This is an optimization exercise on Yosys and OpenROAD, whose aim is small area, a short achievable clock period and few clock cycles, not a production implementation. Function was checked by simulation only, so behaviour that the tests miss may differ from the original. Power is estimated from default activity; no workload was simulated.

### run.sh
#!/bin/bash
# synth_recipe.tcl (not shown) runs the flow's synth.tcl, then flattens the netlist and writes it again
# the make line also repeats each setting of config.mk as NAME=value (left out here)
make -C /OpenROAD-flow-scripts/flow DESIGN_CONFIG=/design/flow/config.mk WORK_HOME=/design/flow/orfs CLKGATE_MAP_FILE= SYNTH_SCRIPT=/design/flow/synth_recipe.tcl finish
### config.mk
export PLATFORM = sky130hd
export DESIGN_NAME = thermy_ck8
export DESIGN_NICKNAME = thermy_ck8
export VERILOG_FILES = /design/flow/design.v
export SDC_FILE = /design/flow/constraint.sdc
export NUM_CORES = 4
export LEC_CHECK = 0
export CAP_MARGIN = 20
export CORE_MARGIN = 2
export CORE_UTILIZATION = 20
export PLACE_DENSITY = 0.3
export SLEW_MARGIN = 20
### constraint.sdc
create_clock -name core_clock -period 20.0 [get_ports {clk}]
set_input_delay 4.0000 -clock core_clock [delete_from_list [all_inputs] [get_ports {clk}]]
set_output_delay 4.0000 -clock core_clock [all_outputs]
set_load 0.01 [all_outputs]
### design.v
module ck_table (
    input  wire [7:0] idx,
    output reg  [7:0] val
);
    integer j;
    always @(*) begin
        val = idx;
        for (j = 0; j < 8; j = j + 1)
            val = val[7] ? ((val << 1) ^ 8'h07) : (val << 1);
    end
endmodule
module out_fifo #(
    parameter DEPTH = 4,
    parameter AW    = 2
) (
    input  wire       clk,
    input  wire       rst,
    input  wire       push,
    input  wire [7:0] push_data,
    output wire       full,
    output wire       out_valid,
    input  wire       out_ready,
    output wire [7:0] out_data
);
    reg [7:0]  mem [0:DEPTH-1];
    reg [AW-1:0] wr_ptr, rd_ptr;
    reg [AW:0]   count;
    wire pop = out_valid && out_ready;
    wire do_push = push && !full;
    assign full      = (count == DEPTH);
    assign out_valid = (count != 0);
    assign out_data  = mem[rd_ptr];
    always @(posedge clk) begin
        if (rst) begin
            wr_ptr <= 0;
            rd_ptr <= 0;
            count  <= 0;
        end else begin
            if (do_push) begin
                mem[wr_ptr] <= push_data;
                wr_ptr <= wr_ptr + 1'b1;
            end
            if (pop)
                rd_ptr <= rd_ptr + 1'b1;
            case ({do_push, pop})
                2'b10: count <= count + 1'b1;
                2'b01: count <= count - 1'b1;
                default: ;
            endcase
        end
    end
endmodule
module ed_rowbuf #(
    parameter WMAX = 32,
    parameter AW   = 5,
    parameter EW   = 16
) (
    input  wire                 clk,
    input  wire                 clear,
    input  wire                 adv,
    input  wire                 diffuse,
    input  wire [AW-1:0]        x,
    input  wire                 last,        
    input  wire signed [EW-1:0] d7,
    input  wire signed [EW-1:0] d3,
    input  wire signed [EW-1:0] d5,
    input  wire signed [EW-1:0] d1,
    output wire signed [EW-1:0] ecur_x
);
    reg [EW*WMAX-1:0] ecur_v;
    reg [EW*WMAX-1:0] enxt_v;
    wire [AW-1:0] xl = x - 1'b1;
    wire [AW-1:0] xr = x + 1'b1;
    assign ecur_x = ecur_v[EW*x +: EW];
    wire signed [EW-1:0] ecur_r = ecur_v[EW*xr +: EW];
    wire signed [EW-1:0] enxt_l = enxt_v[EW*xl +: EW];
    wire signed [EW-1:0] enxt_c = enxt_v[EW*x  +: EW];
    wire signed [EW-1:0] enxt_r = enxt_v[EW*xr +: EW];
    wire signed [EW-1:0] sum_r7 = ecur_r + d7;
    wire signed [EW-1:0] sum_l3 = enxt_l + d3;
    wire signed [EW-1:0] sum_c5 = enxt_c + d5;
    wire signed [EW-1:0] sum_r1 = enxt_r + d1;
    genvar i;
    generate
        for (i = 0; i < WMAX; i = i + 1) begin : g_ent
            wire hit_l = diffuse && (x != 0) && (xl == i);
            wire hit_c = diffuse && (x == i);
            wire hit_r = diffuse && !last && (xr == i);
            wire [EW-1:0] nxt_i = hit_l ? sum_l3 :
                                  hit_c ? sum_c5 :
                                  hit_r ? sum_r1 : enxt_v[EW*i +: EW];
            always @(posedge clk) begin
                if (clear) begin
                    ecur_v[EW*i +: EW] <= {EW{1'b0}};
                    enxt_v[EW*i +: EW] <= {EW{1'b0}};
                end else if (adv) begin
                    ecur_v[EW*i +: EW] <= nxt_i;
                    enxt_v[EW*i +: EW] <= {EW{1'b0}};
                end else begin
                    if (hit_r)
                        ecur_v[EW*i +: EW] <= sum_r7;
                    enxt_v[EW*i +: EW] <= nxt_i;
                end
            end
        end
    endgenerate
endmodule
module thermy_ck8 #(
    parameter WMAX = 32,             
    parameter AW   = 5,              
    parameter [7:0] PRE0 = 8'h51,
    parameter [7:0] PRE1 = 8'h78
) (
    input  wire        clk,
    input  wire        rst,
    input  wire        cmd_valid,
    output wire        cmd_ready,
    input  wire [31:0] cmd_data,
    output reg  [31:0] res,
    output reg         res_valid,
    output wire        out_valid,
    input  wire        out_ready,
    output wire [7:0]  out_data
);
    localparam [7:0] E_ILL = 8'd1, E_ENC = 8'd2, E_CFG = 8'd3, E_SEQ = 8'd4;
    localparam [7:0] OP_NOP = 8'h00, OP_SETCTRL = 8'h01, OP_SETW = 8'h02,
                     OP_SETA = 8'h03, OP_RDREG = 8'h04, OP_CLRERR = 8'h05,
                     OP_RSTRAS = 8'h06, OP_CKCLR = 8'h10, OP_CKUPD = 8'h11,
                     OP_CKRD = 8'h12, OP_FRBT = 8'h20, OP_FRBR = 8'h21,
                     OP_FRPUT = 8'h22, OP_FRI2B = 8'h23, OP_REVB = 8'h24,
                     OP_FCCLR = 8'h30, OP_FCPUT = 8'h31, OP_DQPIX = 8'h40,
                     OP_BPPIX = 8'h50;
    localparam [3:0] S_IDLE   = 4'd0,
                     S_DEC    = 4'd1,
                     S_HDR    = 4'd2,    
                     S_PAY    = 4'd3,    
                     S_PCK    = 4'd4,    
                     S_PTERM  = 4'd5,    
                     S_BYTE   = 4'd6,    
                     S_I2B    = 4'd7,    
                     S_ED_MUL = 4'd8,    
                     S_ED_DIV = 4'd9,    
                     S_ED_Q   = 4'd10;   
    localparam [2:0] FC_IDLE = 3'd0, FC_BUSY = 3'd1, FC_OK = 3'd2, FC_BADPRE = 3'd3,
                     FC_BADTYPE = 3'd4, FC_BADCK = 3'd5, FC_BADTERM = 3'd6;
    localparam [3:0] P_P0 = 4'd0, P_P1 = 4'd1, P_CMD = 4'd2, P_TYPE = 4'd3,
                     P_L0 = 4'd4, P_L1 = 4'd5, P_PAY = 4'd6, P_CK = 4'd7,
                     P_TERM = 4'd8;
    reg [7:0]  errcode;
    reg        mode, rev, route;
    reg [15:0] width;
    reg [7:0]  alpha;
    reg [7:0]  ckcrc;
    reg [7:0]  frcmd;
    reg        frtype;
    reg [15:0] frrem;
    reg [7:0]  frcrc;
    reg [2:0]  fcstat;
    reg [3:0]  fcphase;
    reg [7:0]  fccmd;
    reg        fctype;
    reg [15:0] fclen;
    reg [15:0] fcrem;
    reg [7:0]  fccrc;
    reg [15:0] dqx;
    reg [31:0] dqy;
    reg [31:0] dqout;
    reg [15:0] bpx;
    reg [7:0]  bpacc;
    reg [31:0] bplines;
    reg [31:0] outcnt;
    wire fropen = (frrem != 16'd0);
    reg [3:0]  state;
    reg [31:0] cw;           
    reg [2:0]  hdr_idx;
    reg [7:0]  pay_byte;     
    reg        i2b_active;
    reg [3:0]  i2b_j;
    reg [21:0] s_reg;        
    reg [29:0] rem;          
    reg [7:0]  gq;           
    reg [2:0]  dcnt;
    assign cmd_ready = (state == S_IDLE);
    reg        push;
    reg [7:0]  push_data;
    wire       fifo_full;
    out_fifo u_out (
        .clk(clk), .rst(rst),
        .push(push), .push_data(push_data), .full(fifo_full),
        .out_valid(out_valid), .out_ready(out_ready), .out_data(out_data)
    );
    wire [7:0] ck_next, fr_next, fc_next;
    ck_table u_ck_ck (.idx(ckcrc ^ cw[7:0]),   .val(ck_next));
    ck_table u_ck_fr (.idx(frcrc ^ pay_byte),  .val(fr_next));
    ck_table u_ck_fc (.idx(fccrc ^ cw[7:0]),   .val(fc_next));
    wire [7:0]  op = cw[31:24];
    wire [7:0]  b8 = cw[7:0];
    reg         known;
    reg         rsv_bad;
    reg  [7:0]  err;
    always @(*) begin
        known   = 1'b1;
        rsv_bad = 1'b0;
        case (op)
            OP_NOP, OP_CLRERR, OP_RSTRAS, OP_CKCLR, OP_CKRD, OP_FCCLR:
                rsv_bad = (cw[23:0] != 24'd0);
            OP_SETA, OP_CKUPD, OP_FRPUT, OP_REVB, OP_FCPUT, OP_BPPIX:
                rsv_bad = (cw[23:8] != 16'd0);
            OP_RDREG:
                rsv_bad = (cw[23:8] != 16'd0) || (b8 > 8'h18);
            OP_SETW:
                rsv_bad = (cw[23:16] != 8'd0);
            OP_SETCTRL:
                rsv_bad = (cw[23:3] != 21'd0);
            OP_FRI2B:
                rsv_bad = (cw[23:21] != 3'd0);
            OP_FRBT, OP_FRBR, OP_DQPIX:
                rsv_bad = 1'b0;
            default:
                known = 1'b0;
        endcase
        err = 8'd0;
        if (!known || rsv_bad)
            err = E_ILL;
        else begin
            case (op)
                OP_SETCTRL:
                    if (dqx != 16'd0 || bpx != 16'd0) err = E_CFG;
                OP_SETW:
                    if (cw[15:0] == 16'd0 || cw[2:0] != 3'd0 || cw[15:0] > WMAX ||
                        dqx != 16'd0 || bpx != 16'd0) err = E_CFG;
                OP_FRBT, OP_FRBR:
                    if (fropen) err = E_SEQ;
                OP_FRPUT:
                    if (!fropen) err = E_SEQ;
                OP_FRI2B:
                    if (!fropen) err = E_SEQ;
                    else if ({12'd0, cw[19:16]} > frrem) err = E_ENC;
                OP_FCPUT:
                    if (fcstat >= FC_OK) err = E_SEQ;
                OP_DQPIX, OP_BPPIX:
                    if (width == 16'd0) err = E_CFG;
                    else if (route && bpx[2:0] == 3'd7 && !fropen) err = E_SEQ;
                default: ;
            endcase
        end
    end
    wire ignored = (errcode != 8'd0) && (op != OP_RDREG) && (op != OP_CLRERR);
    reg [31:0] rdval;
    always @(*) begin
        case (b8)
            8'h00: rdval = {21'd0, (bpx != 16'd0), (dqx != 16'd0), fropen, errcode};
            8'h01: rdval = {29'd0, route, rev, mode};
            8'h02: rdval = {16'd0, width};
            8'h03: rdval = {24'd0, alpha};
            8'h04: rdval = {24'd0, ckcrc};
            8'h05: rdval = {24'd0, frcmd};
            8'h06: rdval = {31'd0, frtype};
            8'h07: rdval = {16'd0, frrem};
            8'h08: rdval = {24'd0, frcrc};
            8'h09: rdval = {29'd0, fcstat};
            8'h0A: rdval = {28'd0, fcphase};
            8'h0B: rdval = {24'd0, fccmd};
            8'h0C: rdval = {31'd0, fctype};
            8'h0D: rdval = {16'd0, fclen};
            8'h0E: rdval = {16'd0, fcrem};
            8'h0F: rdval = {24'd0, fccrc};
            8'h10: rdval = {16'd0, dqx};
            8'h11: rdval = dqy;
            8'h12: rdval = dqout;
            8'h13: rdval = {16'd0, bpx};
            8'h14: rdval = {24'd0, bpacc};
            8'h15: rdval = bplines;
            8'h16: rdval = outcnt;
            8'h17: rdval = {16'd0, WMAX[15:0]};    
            8'h18: rdval = {16'd0, PRE1, PRE0};
            default: rdval = 32'd0;
        endcase
    end
    wire [21:0] luma_s = 22'd2125 * cw[7:0] + 22'd7154 * cw[15:8] + 22'd721 * cw[23:16];
    wire        th_white = (luma_s > 22'd1280000);
    wire [29:0] blend_num = s_reg * alpha + 30'd2550000 * (8'd255 - alpha) + 30'd1275000;
    wire [29:0] div_step  = 30'd2550000 << dcnt;
    wire [AW-1:0] x = dqx[AW-1:0];
    wire signed [15:0] ecur_x;
    wire signed [16:0] ed_m = $signed({9'd0, gq}) + ecur_x;
    wire        ed_white = (ed_m > 17'sd128);
    wire signed [16:0] ed_o = ed_white ? (ed_m - 17'sd255) : ed_m;
    wire [16:0] ed_abs = ed_o[16] ? (-ed_o) : ed_o;
    wire [19:0] mag7 = (ed_abs * 7) >> 4;
    wire [19:0] mag3 = (ed_abs * 3) >> 4;
    wire [19:0] mag5 = (ed_abs * 5) >> 4;
    wire [19:0] mag1 = ed_abs >> 4;
    wire signed [15:0] d7 = ed_o[16] ? -mag7[15:0] : mag7[15:0];
    wire signed [15:0] d3 = ed_o[16] ? -mag3[15:0] : mag3[15:0];
    wire signed [15:0] d5 = ed_o[16] ? -mag5[15:0] : mag5[15:0];
    wire signed [15:0] d1 = ed_o[16] ? -mag1[15:0] : mag1[15:0];
    reg  [7:0] bp_c;
    always @(*) begin
        if (state == S_ED_Q)
            bp_c = ed_white ? 8'hFF : 8'h00;
        else if (op == OP_DQPIX)
            bp_c = th_white ? 8'hFF : 8'h00;
        else
            bp_c = b8;
    end
    wire [2:0]  bp_k     = bpx[2:0];
    wire [7:0]  bp_acc   = bpacc | ({7'd0, (bp_c < 8'd128)} << bp_k);
    wire        bp_done  = (bp_k == 3'd7);
    wire [7:0]  bp_rev   = {bp_acc[0], bp_acc[1], bp_acc[2], bp_acc[3],
                            bp_acc[4], bp_acc[5], bp_acc[6], bp_acc[7]};
    wire [7:0]  bp_byte  = rev ? bp_rev : bp_acc;
    wire [15:0] bpx_inc  = bpx + 16'd1;
    wire [15:0] dqx_inc  = dqx + 16'd1;
    wire [3:0] i2b_idx  = cw[20] ? (cw[19:16] - 4'd1 - i2b_j) : i2b_j;
    wire [7:0] i2b_byte = (i2b_idx == 4'd0) ? cw[7:0] :
                          (i2b_idx == 4'd1) ? cw[15:8] : 8'd0;
    reg [7:0] hdr_byte;
    always @(*) begin
        case (hdr_idx)
            3'd0: hdr_byte = PRE0;
            3'd1: hdr_byte = PRE1;
            3'd2: hdr_byte = frcmd;
            3'd3: hdr_byte = {7'd0, frtype};
            3'd4: hdr_byte = frrem[7:0];
            3'd5: hdr_byte = frrem[15:8];
            3'd6: hdr_byte = 8'h00;
            default: hdr_byte = 8'hFF;
        endcase
    end
    always @(*) begin
        push = 1'b0;
        push_data = 8'd0;
        case (state)
            S_HDR:   begin push = 1'b1; push_data = hdr_byte; end
            S_PAY:   begin push = 1'b1; push_data = pay_byte; end
            S_PCK:   begin push = 1'b1; push_data = frcrc;    end
            S_PTERM: begin push = 1'b1; push_data = 8'hFF;    end
            S_BYTE:  begin push = 1'b1; push_data = pay_byte; end
            default: ;
        endcase
    end
    wire emit_ok = push && !fifo_full;
    wire i2b_more = i2b_active && (i2b_j != cw[19:16]);
    wire dec_ok   = (state == S_DEC) && !ignored && (err == 8'd0);
    wire rb_clear = dec_ok && (op == OP_SETW || op == OP_RSTRAS ||
                               (op == OP_SETCTRL && cw[0] != mode));
    wire rb_diff  = (state == S_ED_Q);
    wire rb_adv   = (dqx_inc == width) &&
                    ((dec_ok && op == OP_DQPIX && mode == 1'b0) || rb_diff);
    ed_rowbuf #(.WMAX(WMAX), .AW(AW), .EW(16)) u_rowbuf (
        .clk(clk), .clear(rb_clear), .adv(rb_adv), .diffuse(rb_diff),
        .x(x), .last(dqx_inc == width),
        .d7(d7), .d3(d3), .d5(d5), .d1(d1),
        .ecur_x(ecur_x)
    );
    always @(posedge clk) begin
        if (rst) begin
            state      <= S_IDLE;
            cw         <= 32'd0;
            hdr_idx    <= 3'd0;
            pay_byte   <= 8'd0;
            i2b_active <= 1'b0;
            i2b_j      <= 4'd0;
            s_reg      <= 22'd0;
            rem        <= 30'd0;
            gq         <= 8'd0;
            dcnt       <= 3'd0;
            errcode    <= 8'd0;
            mode       <= 1'b0;
            rev        <= 1'b0;
            route      <= 1'b0;
            width      <= 16'd0;
            alpha      <= 8'hFF;
            ckcrc      <= 8'd0;
            frcmd      <= 8'd0;
            frtype     <= 1'b0;
            frrem      <= 16'd0;
            frcrc      <= 8'd0;
            fcstat     <= FC_IDLE;
            fcphase    <= P_P0;
            fccmd      <= 8'd0;
            fctype     <= 1'b0;
            fclen      <= 16'd0;
            fcrem      <= 16'd0;
            fccrc      <= 8'd0;
            dqx        <= 16'd0;
            dqy        <= 32'd0;
            dqout      <= 32'd0;
            bpx        <= 16'd0;
            bpacc      <= 8'd0;
            bplines    <= 32'd0;
            outcnt     <= 32'd0;
            res        <= 32'd0;
            res_valid  <= 1'b0;
        end else begin
            res_valid <= 1'b0;
            if (emit_ok)
                outcnt <= outcnt + 32'd1;
            case (state)
            S_IDLE: begin
                if (cmd_valid) begin
                    cw    <= cmd_data;
                    state <= S_DEC;
                end
            end
            S_DEC: begin
                state <= S_IDLE;
                if (ignored) begin
                end else if (err != 8'd0) begin
                    if (errcode == 8'd0)
                        errcode <= err;
                end else begin
                    case (op)
                    OP_SETCTRL: begin
                        if (cw[0] != mode) begin
                            dqx <= 16'd0; dqy <= 32'd0;
                            bpx <= 16'd0; bpacc <= 8'd0; bplines <= 32'd0;
                        end
                        mode  <= cw[0];
                        rev   <= cw[1];
                        route <= cw[2];
                    end
                    OP_SETW: begin
                        width <= cw[15:0];
                        dqx <= 16'd0; dqy <= 32'd0;
                        bpx <= 16'd0; bpacc <= 8'd0; bplines <= 32'd0;
                    end
                    OP_RSTRAS: begin
                        dqx <= 16'd0; dqy <= 32'd0;
                        bpx <= 16'd0; bpacc <= 8'd0; bplines <= 32'd0;
                    end
                    OP_SETA:   alpha <= b8;
                    OP_RDREG:  begin res <= rdval; res_valid <= 1'b1; end
                    OP_CLRERR: errcode <= 8'd0;
                    OP_CKCLR:  ckcrc <= 8'd0;
                    OP_CKUPD:  ckcrc <= ck_next;
                    OP_CKRD:   begin res <= {24'd0, ckcrc}; res_valid <= 1'b1; end
                    OP_REVB: begin
                        res <= {24'd0, b8[0], b8[1], b8[2], b8[3], b8[4], b8[5], b8[6], b8[7]};
                        res_valid <= 1'b1;
                    end
                    OP_FRBT, OP_FRBR: begin
                        frcmd   <= b8;
                        frtype  <= op[0];
                        frcrc   <= 8'd0;
                        frrem   <= cw[23:8];
                        hdr_idx <= 3'd0;
                        state   <= S_HDR;
                    end
                    OP_FRPUT: begin
                        pay_byte   <= b8;
                        i2b_active <= 1'b0;
                        state      <= S_PAY;
                    end
                    OP_FRI2B: begin
                        i2b_active <= 1'b1;
                        i2b_j      <= 4'd0;
                        if (cw[19:16] != 4'd0)
                            state <= S_I2B;
                    end
                    OP_FCCLR: begin
                        fcstat <= FC_IDLE; fcphase <= P_P0;
                        fccmd <= 8'd0; fctype <= 1'b0;
                        fclen <= 16'd0; fcrem <= 16'd0; fccrc <= 8'd0;
                    end
                    OP_FCPUT: begin
                        case (fcphase)
                        P_P0: if (b8 == PRE0) begin fcstat <= FC_BUSY; fcphase <= P_P1; end
                              else fcstat <= FC_BADPRE;
                        P_P1: if (b8 == PRE1) fcphase <= P_CMD;
                              else fcstat <= FC_BADPRE;
                        P_CMD: begin fccmd <= b8; fcphase <= P_TYPE; end
                        P_TYPE: if (b8 <= 8'd1) begin fctype <= b8[0]; fcphase <= P_L0; end
                                else fcstat <= FC_BADTYPE;
                        P_L0: begin fclen <= {8'd0, b8}; fcphase <= P_L1; end
                        P_L1: begin
                            fclen <= {b8, fclen[7:0]};
                            fcrem <= {b8, fclen[7:0]};
                            fccrc <= 8'd0;
                            fcphase <= ({b8, fclen[7:0]} == 16'd0) ? P_CK : P_PAY;
                        end
                        P_PAY: begin
                            fccrc <= fc_next;
                            fcrem <= fcrem - 16'd1;
                            if (fcrem == 16'd1) fcphase <= P_CK;
                        end
                        P_CK: if (b8 == fccrc) fcphase <= P_TERM;
                              else fcstat <= FC_BADCK;
                        P_TERM: if (b8 == 8'hFF) fcstat <= FC_OK;
                                else fcstat <= FC_BADTERM;
                        default: ;
                        endcase
                    end
                    OP_DQPIX: begin
                        if (mode == 1'b0) begin
                            dqout <= {alpha, {3{bp_c}}};
                            if (bp_done) begin
                                bpacc    <= 8'd0;
                                pay_byte <= bp_byte;
                                i2b_active <= 1'b0;
                                state    <= route ? S_PAY : S_BYTE;
                            end else
                                bpacc <= bp_acc;
                            if (bpx_inc == width) begin
                                bpx <= 16'd0; bplines <= bplines + 32'd1;
                            end else
                                bpx <= bpx_inc;
                            if (dqx_inc == width) begin
                                dqx <= 16'd0; dqy <= dqy + 32'd1;
                            end else
                                dqx <= dqx_inc;
                        end else begin
                            s_reg <= luma_s;
                            state <= S_ED_MUL;
                        end
                    end
                    OP_BPPIX: begin
                        if (bp_done) begin
                            bpacc    <= 8'd0;
                            pay_byte <= bp_byte;
                            i2b_active <= 1'b0;
                            state    <= route ? S_PAY : S_BYTE;
                        end else
                            bpacc <= bp_acc;
                        if (bpx_inc == width) begin
                            bpx <= 16'd0; bplines <= bplines + 32'd1;
                        end else
                            bpx <= bpx_inc;
                    end
                    default: ;  
                    endcase
                end
            end
            S_HDR: begin
                if (!fifo_full) begin
                    hdr_idx <= hdr_idx + 3'd1;
                    if (hdr_idx == 3'd7 || (hdr_idx == 3'd5 && frrem != 16'd0))
                        state <= S_IDLE;
                end
            end
            S_I2B: begin
                pay_byte <= i2b_byte;
                i2b_j    <= i2b_j + 4'd1;
                state    <= S_PAY;
            end
            S_PAY: begin
                if (!fifo_full) begin
                    frcrc <= fr_next;
                    frrem <= frrem - 16'd1;
                    if (frrem == 16'd1)
                        state <= S_PCK;
                    else
                        state <= i2b_more ? S_I2B : S_IDLE;
                end
            end
            S_PCK: begin
                if (!fifo_full)
                    state <= S_PTERM;
            end
            S_PTERM: begin
                if (!fifo_full)
                    state <= i2b_more ? S_I2B : S_IDLE;
            end
            S_BYTE: begin
                if (!fifo_full)
                    state <= S_IDLE;
            end
            S_ED_MUL: begin
                rem   <= blend_num;
                gq    <= 8'd0;
                dcnt  <= 3'd7;
                state <= S_ED_DIV;
            end
            S_ED_DIV: begin
                if (rem >= div_step) begin
                    rem      <= rem - div_step;
                    gq[dcnt] <= 1'b1;
                end
                if (dcnt == 3'd0)
                    state <= S_ED_Q;
                else
                    dcnt <= dcnt - 3'd1;
            end
            S_ED_Q: begin
                state <= S_IDLE;
                dqout <= {8'hFF, {3{bp_c}}};
                if (dqx_inc == width) begin
                    dqx <= 16'd0; dqy <= dqy + 32'd1;
                end else
                    dqx <= dqx_inc;
                if (bp_done) begin
                    bpacc    <= 8'd0;
                    pay_byte <= bp_byte;
                    i2b_active <= 1'b0;
                    state    <= route ? S_PAY : S_BYTE;
                end else
                    bpacc <= bp_acc;
                if (bpx_inc == width) begin
                    bpx <= 16'd0; bplines <= bplines + 32'd1;
                end else
                    bpx <= bpx_inc;
            end
            default: state <= S_IDLE;
            endcase
        end
    end
endmodule
==> summary.txt <==
-- synth_stat cells (73+ instances only) --
cell         n
a211oi_1   790
a21oi_1   1216
a221oi_1   329
a22oi_1    285
and2_1     292
and3_1     114
buf_1      142
clkbuf_1  1123
dfxtp_1   1460
fa_1       287
ha_1       521
inv_1      641
mux2i_1    189
mux4_2     636
nand2_1   1370
nand3_1    416
nor2_1    2246
nor2b_1     84
nor3_1     272
o211ai_1    82
o21ai_0    511
or3_1       73
xnor2_1    320
xor2_1     162
-- cell families after synthesis --
| logic type | synth area share [%] |
|---|---|
| AND/OR/NAND/NOR | 18.8 |
| AO/OA/AOI/OAI | 21.9 |
| other | 0.00627 |
| multiplexers | 13.9 |
| adder cells (fa/ha/maj) | 10.3 |
| XOR/XNOR | 3.64 |
| buffers and inverters | 6.31 |
| flip-flops | 25.2 |
-- layout make-up --
type,count,area (um2),share of cell area (%)
diodes,74,185,0.133
clock buffers,288,6050,4.35
clock inverters,84,1170,0.845
inverters,654,2460,1.77
multi-input cells,11200,84100,60.5
flip-flops and latches,1492,30200,21.7
well taps,8008,10000,7.21
repair buffers,581,4850,3.49
-- placed cells by master (no fill, tap or decap), drive strengths merged, types with 114 or more instances in the layout --
cell    netlist  final
nor2       2246   2246
dfxtp      1460   1460
nand2      1370   1370
a21oi      1220   1220
a211oi      793    793
inv         652    658
mux4        636    636
ha          521    521
o21ai       521    521
buf         188    504
nand3       416    416
a221oi      331    331
xnor2       324    324
and2        298    298
clkbuf     1124    288
fa          287    287
a22oi       286    286
nor3        272    272
mux2i       189    189
xor2        166    166
and3        114    114
-- power by group --
group          internal [uW]  switching, uW
Sequential              3070            116
Clock                   2430           1760
Combinational            580           1250
-- worst max path at each step --
stage                   startpoint                           endpoint  slack (ps)  cells after the start
6_report       dqx[0]$_SDFFE_PP0P_  u_rowbuf.ecur_v[159]$_SDFFE_PP0P_        3810                     48
5_1_grt        dqx[0]$_SDFFE_PP0P_   u_rowbuf.ecur_v[95]$_SDFFE_PP0P_        2790                     48
3_3_place_gp   dqx[0]$_SDFFE_PP0P_   u_rowbuf.ecur_v[15]$_SDFFE_PP0P_        3920                     46
4_1_cts        dqx[0]$_SDFFE_PP0P_  u_rowbuf.ecur_v[191]$_SDFFE_PP0P_        3910                     48
3_5_place_dp   dqx[0]$_SDFFE_PP0P_  u_rowbuf.ecur_v[159]$_SDFFE_PP0P_        3970                     48
2_1_floorplan  dqx[0]$_SDFFE_PP0P_  u_rowbuf.ecur_v[175]$_SDFFE_PP0P_        5600                     63
-- stage by stage --
step / total power, uW / setup slack [ps] / area, um2
2_1_floorplan: 4260 / 5600 / 120000
3_3_place_gp: 5090 / 3920 / 132000
3_5_place_dp: 5070 / 3970 / 132000
4_1_cts: 9280 / 3910 / 139000
5_1_grt: 9500 / 2790 / 139000
6_report: 9200 / 3810 / 139000
-- metal layers --
metal | global-route usage (%) | vias up | part of all wire [%]
li1 | - | 52100 | -
met1 | 32.6 | 62300 | 41
met2 | 41.0 | 6070 | 45
met3 | 5.69 | 1600 | 7.6
met4 | 15.9 | 26 | 7.0
met5 | 0 | - | 0.020
-- worst reg2reg max path: cells and delay by family, from the launching register on --
kind	cells	cell delay [ps]
flip-flops	1	770
AO/OA/AOI/OAI	23	6280
XOR/XNOR	6	1860
AND/OR/NAND/NOR	8	1960
buffers and inverters	5	2320
adder cells (fa/ha/maj)	3	1080
multiplexers	3	1760
==> flow_summary.toml <==
[status]
outcome = "no timing/DRC/antenna violations"

[critical_path]
crit_arrival_ps = 17040
slowest_stage = "nor2_2"
critical_path_class = "flop to flop"
rr_worst_depth = 48
path_buf_inv = 5
cpMostUsedCell = "a21oi_1"
cpLargestDelayFamily = "compound AO/OA/AOI/OAI gates"
r2r-start = "dqx[0]$_SDFFE_PP0P_"
end_kind = "flop"
reg2reg_to = "u_rowbuf.ecur_v[159]$_SDFFE_PP0P_"
critPathMaxStageDelay_ps = 780
cp.required_ps = 20850
cp-start-kind = "flop"
critPathMaxFanout = 54
ff2ff_setup_slack_ps = 3810

[clock_network]
cts-resized-gates = 0
htreeDepth = 4
cts_root_buffer = "clkbuf_16"
clock-sinks = 1492
clk_pin_slew_ps = 60
holdBufCountCts = 0
cts_setup_buffers = 0
clk-insertion-delay-late_ps = 1040
cts_tree = "yes"
cts_buffer_depth = 4
numCtsBuffers = 208

[yosys]
synth_async_sr_flop_share_pct = 0
syn_area_per_cell_um2 = 8.16
syn-cell-area_um2 = 120000
ys.flop_type = "dfxtp_1"
yosysTopAreaCellShare_pct = 24.4
ys_warn_count = 4
ys_ff_latch = 1492
synth-edff-count = 32
synth_area_leader_cell = "dfxtp_1"
ys_seq_area_share_pct = 25.2
ys_top_cells_by_area = "dfxtp_1, mux4_2, nor2_1"
ys_types = 116
synthesis.instances = 14700

[global_routing]
grt_overflow = 0
grt_first_pass_wirelength_um = 1090000
grt_usage_pct = 26.1
grt_pass1_vias = 117000
antenna_found_initial = 85
grt_max_degree = 148

[routing]
drt_iter0_markers = 13500
first_pass_iters = 6
drc = 0
wl_per_cell_um = 36.5
ant_nets = 0
via_count = 122000
wl_um = 818000
via_per_inst = 5.45

[floorplan]
die_x_um = 778
row_count = 284
ios = 79
fp.coreArea_um2 = 597000
die-area_um2 = 605000
initial_utilization_pct = 20.0
die_y_um = 778

[sta]
period_minus_slack_ps = 16190
hold_viol = 0
finalSetupViolCount = 0
slew_violations = 0
maxSlewHeadroom_pct = 10.1
fin_setup_tns_ps = 0
fin_worst_skew_ps = 97.5
max_freq_mhz = 61.8
worst_slew_pin_slew_ps = 1350
fin_crit_sh_pct = 80.9
whs_ps = 452
rsz0062_at_grt = "false"

[placement]
place_inst = 22000
portBuffers = 78
place_congestion = 0.932
hpwl_um = 573000

[min_path]
whs_path_depth = 2
hold_start = "fccmd[2]$_SDFFE_PP0P_"
hold_path_class = "flop to flop"
holdPathEnd = "fccmd[2]$_SDFFE_PP0P_"

[final_layout]
drive_above_1_share_pct = 13.5
area_delta_synth_final_pct = 16.1
postLayoutCoreUtil_pct = 23.3
largest_registers = "u_rowbuf.ecur_v: 512 flops, u_rowbuf.enxt_v: 512 flops"
instances_no_fill = 22400
num-fill-cells = 65400
layout.nets = 15000

[power_and_ir_drop]
power_leakage_uw = 0.0495
peakVddDrop_uv = 78.8
p_per_area_nw_per_um2 = 66.2

[run]
maxCapViolCount = 0
Testbench counts, summed over its fixed seeds: cycles 85,976.

port drivers added, routing unchanged:
In the flow no input, the clock included, has a driving cell. The finished layout below was timed again as built, in two steps.
Step 1, drivers: a clkbuf_16 drives clk and a buf_2 each remaining input, both assumed.
Step 2 times the ports against the registers' clock, not the clock port: input delays grow and output delays shrink by t, the midpoint of the rising clock arrivals with the driver on.
a / b / c = no drivers / after step 1 / after step 2; a / b = the first two.
t, ns: 1.096
setup slack, ns: 3.813 / 3.813 / 3.813
hold slack, ns: 0.452 / 0.452 / 0.452
After both steps setup and hold are still met in this run. For this run, drivers alone change the setup slack by 0.000 ns; drivers and shift together by 0.000 ns.
